Context: an optimization exercise on an open-source flow, tuned for small area. The choices shown serve that exercise and are no tape-out recipe.
The RTL was checked by simulation tests, not by an equivalence proof against the original design.
Power is estimated from default activity; no workload was simulated.

==> design/flow/design.v <==
module caliper_channel (
    input               clk,
    input               rst,
    input  [17:0]       dt_lo,
    input               dt_big,
    input               tick_stb,
    input               edge_stb,
    input               clk_line,
    input               data_line,
    input               invert,
    output reg [23:0]   smp,
    output reg          vld,
    output reg          pwr,
    output reg          notify
);
    localparam [17:0] OFF  = 18'd62144;            
    localparam [4:0]  L23  = 5'd14;
    reg [23:0]   acc;
    reg [4:0]    cnt;
    reg [17:0]   g;
    reg          far;
    reg          rs;
    wire c = clk_line  ^ invert;
    wire d = data_line ^ invert;
    wire [18:0] cy;
    wire [18:0] s;
    assign cy[0] = 1'b0;
    genvar k;
    generate
        for (k = 0; k < 18; k = k + 1) begin : g_add
            assign s[k]    = g[k] ^ dt_lo[k] ^ cy[k];
            assign cy[k+1] = (g[k] & dt_lo[k]) | (g[k] & cy[k]) | (dt_lo[k] & cy[k]);
        end
    endgenerate
    assign s[18] = cy[18];
    wire        ge_pl  = far | dt_big | s[18];
    wire        gt_rs  = rs | dt_big | (|dt_lo[17:11]) | cy[11] | (s[10:0] > 11'd1704);
    wire [23:0] acc_next = {d, acc[23:1]};
    wire        act      = edge_stb & c;
    wire [4:0]  cnt_inc  = {cnt[3:0], cnt[4] ^ cnt[2]};
    wire        last     = (cnt == L23);
    wire        pub      = act & last;
    always @(posedge clk) begin
        if (act)
            acc <= acc_next;
        if (rst)
            vld <= 1'b0;
        else if (pub)
            vld <= 1'b1;
        if (pub)
            smp <= acc_next;
    end
    always @(posedge clk) begin
        if (rst) begin
            cnt    <= 5'd1;
            g      <= OFF;
            far    <= 1'b0;
            rs     <= 1'b0;
            pwr    <= 1'b0;
            notify <= 1'b0;
        end else begin
            notify <= 1'b0;
            if (edge_stb) begin
                if (c) begin
                    pwr <= 1'b1;
                    if (last) begin
                        cnt    <= 5'd1;
                        notify <= 1'b1;
                    end else begin
                        cnt <= cnt_inc;
                    end
                end else if (gt_rs) begin
                    cnt <= 5'd1;
                end
                g   <= OFF;
                far <= 1'b0;
                rs  <= 1'b0;
            end else begin
                g   <= s[17:0];
                far <= ge_pl;
                rs  <= gt_rs;
                if (tick_stb && pwr && ge_pl) begin
                    pwr    <= 1'b0;
                    notify <= 1'b1;
                end
            end
        end
    end
endmodule
module caliper_sampler #(
    parameter NCH           = 16,
    parameter TW            = 64,
    parameter RESYNC_US     = 1000,
    parameter POWER_LOSS_US = 200000
) (
    input                clk,
    input                rst,
    input  [TW-1:0]      now,
    input                tick_stb,
    input  [NCH-1:0]     edge_stb,
    input  [NCH-1:0]     clk_line,
    input  [NCH-1:0]     data_line,
    input  [NCH-1:0]     invert,
    output [NCH-1:0]     notify,
    input  [3:0]         rd_ch,
    output [23:0]        rd_raw,
    output               rd_pwr,
    output               rd_unit,
    output               rd_sign,
    output [19:0]        rd_mag,
    input  [23:0]        dec_raw,
    output               dec_unit,
    output               dec_sign,
    output [19:0]        dec_mag
);
    reg  [TW-1:0]  prev_now;
    reg            first;
    wire [18:0]    dt_lo_b = {1'b0, now[17:0]} - {1'b0, prev_now[17:0]};
    wire [17:0]    dt_lo   = dt_lo_b[17:0];
    wire [TW-19:0] nh      = now[TW-1:18];
    wire [TW-19:0] ph      = prev_now[TW-1:18];
    wire [TW-19:0] z       = nh ^ ph;
    wire           x_le1   = ~|(z[TW-19:1] & (~ph[TW-20:0] | nh[TW-20:0]));
    wire           dt_big  = first ? |nh : (~x_le1 | (z[0] & ~dt_lo_b[18]));
    always @(posedge clk) begin
        prev_now <= {now[TW-1:18], now[17:0] & {18{~rst}}};
        first    <= rst;
    end
    wire [23:0]    smp [0:NCH-1];
    wire [NCH-1:0] vld;
    wire [NCH-1:0] pwr;
    genvar i;
    generate
        for (i = 0; i < NCH; i = i + 1) begin : g_ch
            caliper_channel u_ch (
                .clk       (clk),
                .rst       (rst),
                .dt_lo     (dt_lo),
                .dt_big    (dt_big),
                .tick_stb  (tick_stb),
                .edge_stb  (edge_stb[i]),
                .clk_line  (clk_line[i]),
                .data_line (data_line[i]),
                .invert    (invert[i]),
                .smp       (smp[i]),
                .vld       (vld[i]),
                .pwr       (pwr[i]),
                .notify    (notify[i])
            );
        end
    endgenerate
    assign rd_raw  = vld[rd_ch] ? smp[rd_ch] : 24'd0;
    assign rd_pwr  = pwr[rd_ch];
    assign rd_unit = rd_raw[23];
    assign rd_sign = rd_raw[20];
    assign rd_mag  = rd_raw[19:0];
    assign dec_unit = dec_raw[23];
    assign dec_sign = dec_raw[20];
    assign dec_mag  = dec_raw[19:0];
endmodule
==> design/flow/flow/run.sh <==
#!/bin/bash
# Standard layout (the standard.sh, standard synthesis unchanged) with two
# changes: CTS does not add dummy loads, and port buffers are buf_1.
set -euo pipefail
W="$(cd "$(dirname "${BASH_SOURCE[0]}")/.." && pwd)"
cd "$W"
export CTS_ARGS="-sink_clustering_enable -repair_clock_nets -dont_use_dummy_load -buf_list sky130_fd_sc_hd__clkbuf_8 -sink_clustering_size 12 -sink_clustering_max_diameter 50"
export BUFFER_PORTS_ARGS="-buffer_cell sky130_fd_sc_hd__buf_1"
bash "$W/standard.sh" > "$W/standard.log" 2>&1
==> design/flow/standard.sh <==
#!/bin/bash
# synth_recipe.tcl (not shown) runs the flow's synth.tcl, then flattens the netlist and writes it again
# the make line also repeats each setting of config.mk as NAME=value (left out here)
make -C /OpenROAD-flow-scripts/flow DESIGN_CONFIG=/design/flow/config.mk WORK_HOME=/design/flow/orfs CLKGATE_MAP_FILE= SYNTH_SCRIPT=/design/flow/synth_recipe.tcl "${@:-finish}"
==> design/flow/config.mk <==
export PLATFORM = sky130hd
export DESIGN_NAME = caliper_sampler
export DESIGN_NICKNAME = caliper_sampler
export VERILOG_FILES = /design/flow/design.v
export SDC_FILE = /design/flow/constraint.sdc
export NUM_CORES = 4
export LEC_CHECK = 0
export CAP_MARGIN = 20
export CORE_MARGIN = 2
export CORE_UTILIZATION = 75
export PLACE_DENSITY = 0.8
export SLEW_MARGIN = 20
==> design/flow/constraint.sdc <==
create_clock -name core_clock -period 10.0 [get_ports {clk}]
set_input_delay 2.0000 -clock core_clock [delete_from_list [all_inputs] [get_ports {clk}]]
set_output_delay 2.0000 -clock core_clock [all_outputs]
set_load 0.01 [all_outputs]
==> results.env, run 1 <==
CLK_LATENCY_PS=800
CRITICAL_PATH.N_BUFFERS_INVERTERS=10
LAYOUT_COMMONEST_CELL='sky130_fd_sc_hd__edfxtp_1'
STATUS='timing/DRC/antenna clean'
SLEW_VIOLATIONS=0
ROUTED_WIRELENGTH_UM=125000
POST_CTS.REPAIR.SETUP_BUFFERS=0
POSTSYNTHAREAPERCELL_UM2=14.3
SYNTH_TOP_CELLS_BY_AREA='sky130_fd_sc_hd__edfxtp_1, sky130_fd_sc_hd__dfxtp_1, sky130_fd_sc_hd__fa_1'
CTS-HTREE-LEVELS=4
POSTSYNTHREGISTERBITS=1265
SYNTH-EDFF-COUNT=752
GRT.MET1_USAGE=0.457
DRIVE_ABOVE_1_SHARE=0.0817
LAYOUT_COMMON_CELLS='sky130_fd_sc_hd__edfxtp_1, sky130_fd_sc_hd__dfxtp_1, sky130_fd_sc_hd__inv_1'
POST_CTS_RESIZE_COUNT=0
WORST_EP_REQUIRED_TIME_PS=10710
WORST_HOLD_PATH_TYPE='reg -> reg'
CRITPATHARRIVALTIME_PS=9950
POST_DRT_WL_PER_CELL_UM=27.2
OVERFLOW=0
CLKSINKCOUNT=1265
FLOORPLAN.INITIALDENSITY=0.760
YOSYS_WARNINGS=2
POWER.IR.VDD_WORST_mV=0.168
GRT.TOTAL_USAGE=0.369
P_LEAK_uW=0.0201
IOS=244
SYNTH.DISTINCT_CELLS=67
CTS_MADE_BUFFERS=130
FINAL-SETUP-VIOL-COUNT=0
FILLCELLCOUNT=3527
R2R-START='prev_now[0]$_DFF_P_'
FIN_CRIT_SH=0.924
SYN2LAYOUT_AREA_GROWTH_PCT=6.75
ANTENNA_VIOLATIONS_BEFORE_REPAIR=3
FIN_CELLS=4601
GRT_USE_MET2=0.592
REMAINING_ANTENNA_VIOLATION_COUNT=0
ROOT_BUFFER_CELL='sky130_fd_sc_hd__clkbuf_8'
SYNTH_TOP_AREA_FRAC=0.450
SYN_INST=3514
HPWLAFTERDP_UM=87500
WORSTSETUPSTARTPOINT='now[0]'
SYNTH_ASYNC_SR_FLOP_SHARE=0
BUSIEST_LAYER='met2'
SYNTH_FP_NETS=4025
GP_CONGESTION=0.929
CRITICAL_PATH.MOST_COMMON_CELL='sky130_fd_sc_hd__fa_1'
CLKSLEWWORSTSETUPHOLDPATHS_PS=80
ROUTED_VIAS_INST=6.42
CP-END-KIND='flip-flop'
CRITICAL_PATH_FANOUT_MAX=8
DIE_HEIGHT_UM=263
TIGHTEST_SLEW_PS=1170
POWER_DENSITY_nW_PER_UM2=211
GRT_USE_MET3=0.0721
FMAXACHIEVABLE_MHz=108
CRIT_FAMILY='adder cells'
SYNTH_SEQUENTIAL_AREA_RATIO=0.655
FINAL-SEQ-AREA_UM2=32900
SYN-CELL-AREA_UM2=50200
DRT_ITER0_DRC=3164
LAYOUT_MIN_CYCLE_TIME_PS=9240
RSZ0062_AT_GRT='no'
CTS_TREE='built'
ROUTE.DETAILED.DRC=0
FINAL_NET_COUNT=4246
SYNTH_LARGEST_AREA_CELL='sky130_fd_sc_hd__edfxtp_1'
POSTCTSHOLDBUFS=0
PORT_BUFFER_COUNT=197
WORST-SETUP-PATH-TYPE='in -> reg'
FIN_HOLD_WS_PS=405
DIE_AR_UM2=69000
WORSTHOLDSTART='g_ch[11].u_ch.acc[13]$_DFFE_PP_'
DETAILROUTE.VIA_COUNT=29517
CRITPATHMAXSTAGEDELAY_PS=450
YS_DOMINANT_REG_CELL='sky130_fd_sc_hd__edfxtp_1'
DIEWIDTH_UM=263
PLACE_WS_PS=-24.6
CRITICAL_PATH.SLOWEST_CELL='sky130_fd_sc_hd__fa_1'
FIRST_PASS_GRT_WIRE_LENGTH_UM=185000
MAXIMUM_NUMBER_OF_PINS_ON_ONE_NET_BEFORE_GLOBAL_ROUTE_REPAIR=156
CRITICAL_PATH.STARTPOINT_TYPE='primary input'
CORE_AREA_UM2=66000
CLOCKBUFFERDEPTH=3
AREA_OF_THE_MULTI_INPUT_GATES_UM2=15100
WORST_CLOCK_SKEW_PS=68.2
MAX_SLEW_MARGIN=0.217
GRT_PASS1_VIAS=30869
WORST_SLACK_PS=765
PLACED_CELLS=4465
DRV_CAP=0
SITE_ROW_COUNT=94
FINAL_HOLD_VIOL_COUNT=0
DETAIL_ROUTE.FIRST_PASS.ITERATIONS=6
-- sequential cells by signal, indices dropped and copies added (netlist names) --
signal	flops
first	1
g_ch.u_ch.acc	368
g_ch.u_ch.cnt	80
g_ch.u_ch.far	16
g_ch.u_ch.g	288
g_ch.u_ch.notify	16
g_ch.u_ch.pwr	16
g_ch.u_ch.rs	16
g_ch.u_ch.smp	384
g_ch.u_ch.vld	16
prev_now	64
-- path summary, 6_finish.rpt --
kind / endpoint / slack [ps] / cells past startpoint
worst min register to register: g_ch[11].u_ch.acc[12]$_DFFE_PP_ / 400 / 0
worst max register to register: g_ch[9].u_ch.notify$_SDFF_PP0_ / 1840 / 30
worst min-delay path: g_ch[11].u_ch.acc[12]$_DFFE_PP_ / 400 / 0
worst max-delay path: g_ch[9].u_ch.notify$_SDFF_PP0_ / 760 / 32
-- layer usage --
metal	part of all wire	up-vias
met5	0.000096	-
met4	0.086	2
met3	0.087	496
met2	0.48	1714
met1	0.35	14694
li1	-	12611
-- cell usage after synthesis, drive strengths merged (9+ instances only) --
| cell type | number |
|---|---|
| a21boi | 9 |
| a21oi | 72 |
| a221oi | 15 |
| a22o | 78 |
| a22oi | 153 |
| a311o | 15 |
| and2 | 115 |
| buf | 77 |
| clkbuf | 93 |
| dfxtp | 513 |
| edfxtp | 752 |
| fa | 273 |
| ha | 79 |
| inv | 387 |
| mux4 | 9 |
| nand2 | 139 |
| nand3 | 17 |
| nand4 | 47 |
| nand4b | 9 |
| nor2 | 243 |
| nor2b | 29 |
| nor3 | 50 |
| nor4 | 25 |
| o21ai | 31 |
| o21ba | 9 |
| o22ai | 43 |
| o31ai | 35 |
| or2 | 18 |
| or3 | 44 |
| or4 | 18 |
| xnor2 | 22 |
| xor2 | 38 |
-- per-stage QoR --
step | setup TNS (ps) | utilization | total power (µW) | cell area (µm²)
finish | 0 | 0.812 | 11300 | 53600
detailed placement | -49.0 | 0.784 | 8630 | 51700
CTS | 0 | 0.811 | 11300 | 53500
global placement | 0 | 0.784 | 8370 | 51700
global route | 0 | 0.812 | 11900 | 53600
floorplan | 0 | - | 7810 | 50200
-- layout make-up --
| type | instances | area share |
|---|---|---|
| Sequential cell | 1265 | 0.613 |
| Multi-Input combinational cell | 1692 | 0.283 |
| Clock buffer | 130 | 0.0334 |
| Inverter | 387 | 0.0271 |
| Timing Repair Buffer | 259 | 0.0231 |
| Tap cell | 864 | 0.0202 |
| Antenna cell | 4 | 0.000187 |
-- cell families (layout without fill, tap and decap cells) --
| kind of cell | count (synthesis) | after routing | synth area share |
|---|---|---|---|
| buffers and inverters | 557 | 776 | 0.0472 |
| and+or+nand+nor | 767 | 767 | 0.0767 |
| xor gates and xnor gates | 60 | 60 | 0.0105 |
| other | 0 | 4 | 0 |
| muxes | 14 | 14 | 0.00509 |
| adders and majority gates | 352 | 352 | 0.129 |
| AOI/OAI and AO/OA | 499 | 499 | 0.0772 |
| DFF | 1265 | 1265 | 0.655 |
-- report_power, final --
group	internal [µW]	leakage, µW	switching (µW)
combinational	966	0.00801	1510
sequential	5920	0.0111	180
clock	1160	0.000935	1590
==> inputs of run 2 (changes only) <==
==> design/flow/flow/run.sh (replaced) <==
#!/bin/bash
# The standard layout (standard.sh, with the standard synthesis unchanged)
# with two settings passed to ORFS through its environment:
#  - CTS: no dummy loads, and clkbuf_8 leaf buffers for clusters of at most
#    14 sinks within 50 um (the clock still reaches every register through
#    the buffered tree; no skew is added on purpose);
#  - port buffers: buf_1 on every input and output port.
# Everything the tools print goes to standard.log here; ORFS keeps each step's
# own log under orfs/logs/.
set -euo pipefail
W="$(cd "$(dirname "${BASH_SOURCE[0]}")/.." && pwd)"
cd "$W"
export CTS_ARGS="-sink_clustering_enable -repair_clock_nets -dont_use_dummy_load -buf_list sky130_fd_sc_hd__clkbuf_8 -sink_clustering_size 14 -sink_clustering_max_diameter 50"
export BUFFER_PORTS_ARGS="-buffer_cell sky130_fd_sc_hd__buf_1"
bash "$W/standard.sh" > "$W/standard.log" 2>&1
--- a/design/flow/config.mk
+++ b/design/flow/config.mk
@@ -9,4 +9,4 @@
 export CORE_MARGIN = 2
-export CORE_UTILIZATION = 75
-export PLACE_DENSITY = 0.8
+export CORE_UTILIZATION = 80
+export PLACE_DENSITY = 0.85
 export SLEW_MARGIN = 20
==> run 2 against run 1 <==
Via count rose by 3.2%. Hold slack improved by 0.92 ps. Setup slack improved by 48 ps. Non-clock buffer count is 3 higher. Clock skew rose by 11 ps. Sequential power hardly changed. Area after synthesis unchanged. Die area fell by 6.2%. Count of clock-buffer cells in the layout shrank 23. Final area shrank 0.53%. Sequential share of layout area grew 0.33 points. Global-route usage increased by 4.4 points.
==> results.env, run 2 <==
DETAIL_ROUTE.FIRST_PASS.ITERATIONS=10  # was 6
POST_CTS_RESIZE_COUNT=0  # unchanged
LAYOUT_COMMON_CELLS='sky130_fd_sc_hd__edfxtp_1, sky130_fd_sc_hd__dfxtp_1, sky130_fd_sc_hd__inv_1'  # unchanged
STATUS='timing/DRC/antenna clean'  # unchanged
CRITPATHMAXSTAGEDELAY_PS=440  # was 450 ps
HOLD_PATH_CELL_CNT=0  # unchanged
WORST_EP_REQUIRED_TIME_PS=10610  # was 10710 ps
CTS_TREE='built'  # unchanged
POSTSYNTHAREAPERCELL_UM2=14.3  # unchanged
CLOCKBUFFERDEPTH=3  # unchanged
REG.LARGEST.LIST='g_ch.u_ch.smp (384), g_ch.u_ch.acc (368), g_ch.u_ch.g (288)'  # unchanged
SYNTH_TOP_AREA_FRAC=0.450  # unchanged
SYN_INST=3514  # unchanged
YS_DOMINANT_REG_CELL='sky130_fd_sc_hd__edfxtp_1'  # unchanged
SYN-CELL-AREA_UM2=50200  # unchanged
FMAXACHIEVABLE_MHz=109  # was 108 MHz
GP_CONGESTION=0.964  # was 0.929
ROUTE.DETAILED.DRC=0  # unchanged
PLACE_WS_PS=71.2  # was -24.6 ps
REMAINING_ANTENNA_VIOLATION_COUNT=0  # unchanged
CRITICAL_PATH.MOST_COMMON_CELL='sky130_fd_sc_hd__fa_1'  # unchanged
P_SWITCHING_uW=3270  # was 3280 µW
MAX_SLEW_MARGIN=0.0923  # was 0.217
TIGHTEST_SLEW_PS=1360  # was 1170 ps
SLEW_VIOLATIONS=0  # unchanged
YOSYS_WARNINGS=2  # unchanged
FIRST_PASS_GRT_WIRE_LENGTH_UM=191000  # was 185000 µm
DRV_CAP=0  # unchanged
ANTENNA_VIOLATIONS_BEFORE_REPAIR=15  # was 3
POSTSYNTHREGISTERBITS=1265  # unchanged
CLK_LATENCY_PS=780  # was 800 ps
SYNTH_TOP_CELLS_BY_AREA='sky130_fd_sc_hd__edfxtp_1, sky130_fd_sc_hd__dfxtp_1, sky130_fd_sc_hd__fa_1'  # unchanged
PORT_BUFFER_COUNT=197  # unchanged
COMBINATIONALPOWERSHARE=0.225  # was 0.219
CLKSINKCOUNT=1265  # unchanged
DIEWIDTH_UM=254  # was 263 µm
ROUTED_VIAS_INST=6.69  # was 6.42
IOS=244  # unchanged
TIMING.REG2REG.WORST_PATH_DEPTH=30  # unchanged
SYNTH_ASYNC_SR_FLOP_SHARE=0  # unchanged
P_LEAK_uW=0.0199  # was 0.0201 µW
SYNTH-EDFF-COUNT=752  # unchanged
ROOT_BUFFER_CELL='sky130_fd_sc_hd__clkbuf_8'  # unchanged
SYNTH.CELLS.MOST_FREQUENT='sky130_fd_sc_hd__edfxtp_1, sky130_fd_sc_hd__dfxtp_1, sky130_fd_sc_hd__inv_1, sky130_fd_sc_hd__fa_1, sky130_fd_sc_hd__nor2_1'  # unchanged
CRITICAL_PATH.STARTPOINT_TYPE='primary input'  # unchanged
POSTCTSHOLDBUFS=0  # unchanged
LAYOUT_COMMONEST_CELL='sky130_fd_sc_hd__edfxtp_1'  # unchanged
WORST_SLACK_PS=812  # was 765 ps
SITE_ROW_COUNT=91  # was 94
MAXIMUM_NUMBER_OF_PINS_ON_ONE_NET_BEFORE_GLOBAL_ROUTE_REPAIR=81  # was 156
REGISTERS.TOP_BY_FF_COUNT='g_ch.u_ch.smp'  # unchanged
POWER_DENSITY_nW_PER_UM2=209  # was 211 nW/µm²
FINAL_HOLD_VIOL_COUNT=0  # unchanged
CTS_MADE_BUFFERS=107  # was 130
RSZ0062_AT_GRT='no'  # unchanged
OVERFLOW=0  # unchanged
SYNTH_SEQUENTIAL_AREA_RATIO=0.655  # unchanged
CORE_AREA_UM2=61800  # was 66000 µm²
CP-END-KIND='flip-flop'  # unchanged
INTERNAL_POWER_uW=7840  # was 8040 µW
WORST_HOLD_PATH_TYPE='reg -> reg'  # unchanged
CRITICAL_PATH.SLOWEST_CELL='sky130_fd_sc_hd__fa_1'  # unchanged
CTS-HTREE-LEVELS=3  # was 4
YOSYSMOSTFREQUENTCELL='sky130_fd_sc_hd__edfxtp_1'  # unchanged
WORST-R2R-SETUP-SLACK_PS=1960  # was 1840 ps
SYNTH.DISTINCT_CELLS=67  # unchanged
CRITICAL_PATH_FANOUT_MAX=9  # was 8
FINAL_NET_COUNT=4226  # was 4246
SWITCHING_SHARE=0.294  # was 0.290
DRIVE_ABOVE_1_SHARE=0.0768  # was 0.0817
SEQUENTIAL_FRACTION_OF_DESIGN_POWER=0.549  # was 0.538
POST_CTS.REPAIR.SETUP_BUFFERS=0  # unchanged
FIN_CRIT_SH=0.919  # was 0.924
DIE_AR_UM2=64700  # was 69000 µm²
R2R-START='prev_now[0]$_DFF_P_'  # unchanged
PLACED_CELLS=4435  # was 4465
DETAILROUTE.VIA_COUNT=30476  # was 29517
WORST_CLOCK_SKEW_PS=79.2  # was 68.2 ps
CLOCKPOWERSHARE=0.226  # was 0.243
FIN_CELLS=4557  # was 4601
CLKSLEWWORSTSETUPHOLDPATHS_PS=100  # was 80 ps
HPWLAFTERDP_UM=87900  # was 87500 µm
POST_DRT_WL_PER_CELL_UM=28.5  # was 27.2 µm
HOLD_END='g_ch[14].u_ch.acc[19]$_DFFE_PP_'  # was g_ch[11].u_ch.acc[12]$_DFFE_PP_
SYNTH_LARGEST_AREA_CELL='sky130_fd_sc_hd__edfxtp_1'  # unchanged
FIN_SETUP_TNS_PS=0  # unchanged
GRT.TOTAL_USAGE=0.413  # was 0.369
SYNTH_FP_NETS=4025  # unchanged
FILLCELLCOUNT=2727  # was 3527
R2R_END='g_ch[5].u_ch.pwr$_SDFFE_PP0P_'  # was g_ch[9].u_ch.notify$_SDFF_PP0_
DIE_HEIGHT_UM=254  # was 263 µm
POWER.IR.VDD_WORST_mV=0.179  # was 0.168 mV
SYN2LAYOUT_AREA_GROWTH_PCT=6.18  # was 6.75%
GRT_PASS1_VIAS=31512  # was 30869
ROUTED_WIRELENGTH_UM=130000  # was 125000 µm
LAYOUT_MIN_CYCLE_TIME_PS=9190  # was 9240 ps
FLOORPLAN.INITIALDENSITY=0.812  # was 0.760
FINAL-SETUP-VIOL-COUNT=0  # unchanged
WORSTHOLDSTART='g_ch[14].u_ch.acc[20]$_DFFE_PP_'  # was g_ch[11].u_ch.acc[13]$_DFFE_PP_
FIN_UTIL=0.862  # was 0.812
WORST-SETUP-PATH-TYPE='in -> reg'  # unchanged
CRITPATHARRIVALTIME_PS=9790  # was 9950 ps
DRT_ITER0_DRC=4197  # was 3164
NUMBER_OF_FLIP_FLOPS_IN_THE_LARGEST_REGISTER=384  # unchanged
run 2: worst max-delay path by stage:
stage / startpoint / endpoint / slack (ps)
floorplan: now[1] / g_ch[14].u_ch.g[17]$_SDFF_PP0_ / 280
global placement: now[0] / g_ch[5].u_ch.g[17]$_SDFF_PP0_ / 170
detailed placement: now[0] / g_ch[5].u_ch.g[17]$_SDFF_PP0_ / 70
CTS: now[0] / g_ch[5].u_ch.g[17]$_SDFF_PP0_ / 810
global route: now[0] / g_ch[2].u_ch.notify$_SDFF_PP0_ / 450
finish: now[0] / g_ch[5].u_ch.pwr$_SDFFE_PP0P_ / 810
run 2: stage by stage:
step           cell area (µm²)  hold slack [ps]  power, µW
5_1_grt                  53300              425      11600
3_5_place_dp             51700              407       8620
6_report                 53300              405      11100
4_1_cts                  53100              411      11000
2_1_floorplan            50200              400       7810
3_3_place_gp             51700              402       8350
run 2: metal layers:
metal / up-vias / wire (µm) / track usage / part of all wire
li1: 12573 / - / - / -
met1: 14852 / 41700 / 0.493 / 0.32
met2: 2352 / 60900 / 0.642 / 0.47
met3: 689 / 15500 / 0.124 / 0.12
met4: 10 / 11900 / 0.310 / 0.092
met5: - / 73 / 0 / 0.00056
run 2: worst max-delay path, delay by kind of cell:
family,cells,cell delay [ps]
buf+inv,9,1180
fa+ha+maj,16,5610
compound gates,3,340
xor+xnor,1,290
simple gates,3,340
run 2: power by group through the flow:
| stage | Clock (µW) | Sequential [µW] | Combinational [µW] |
|---|---|---|---|
| floorplan | 0 | 6150 | 1660 |
| global placement | 0 | 6180 | 2170 |
| detailed placement | 0 | 6220 | 2400 |
| CTS | 2490 | 6100 | 2440 |
| global route | 2670 | 6140 | 2810 |
| finish | 2510 | 6100 | 2500 |
run 2: layout make-up:
| type | count | area (µm²) | area share |
|---|---|---|---|
| Inverter | 387 | 1450 | 0.0273 |
| Multi-Input combinational cell | 1692 | 15200 | 0.284 |
| Tap cell | 837 | 1050 | 0.0197 |
| Sequential cell | 1265 | 32900 | 0.617 |
| Antenna cell | 7 | 17.5 | 0.000329 |
| Clock buffer | 107 | 1470 | 0.0276 |
| Timing Repair Buffer | 262 | 1280 | 0.0240 |
run 2: logic make-up after synthesis:
family / synth area share
multiplexers: 0.00509
adder cells (fa/ha/maj): 0.129
flip-flops: 0.655
AO/OA/AOI/OAI: 0.0772
AND/OR/NAND/NOR: 0.0767
XOR/XNOR: 0.0105
buffers and inverters: 0.0472

re-timing with driven ports:
The results above use ideal ports. As a check the final layouts listed here were re-extracted and re-timed, cells and wires unchanged. Step 1 assumes that a clkbuf_16 drives the clock port and a buf_2 every other input. Step 2, shift: input delay + t, output delay - t, t = (earliest + latest rising clock arrival at the registers) / 2. This alone moves slack from input paths to output paths. Slacks: ideal / step 1 / step 2; pairs: ideal / step 1.
run | shift t [ns] | setup slack, ns | clock arrival spread, ns | cell pins on the clock port's net
run 1 | 0.842 | 0.765 / 0.807 / -0.035 | 0.086 / 0.086 | 1
run 2 | 0.808 | 0.812 / 0.855 / 0.047 | 0.094 / 0.095 | 1
With both steps, setup timing fails in run 1, where it was met with ideal ports. The setup slack of run 1, which loses most, moves by +0.042 ns with the drivers and by -0.800 ns with both steps.
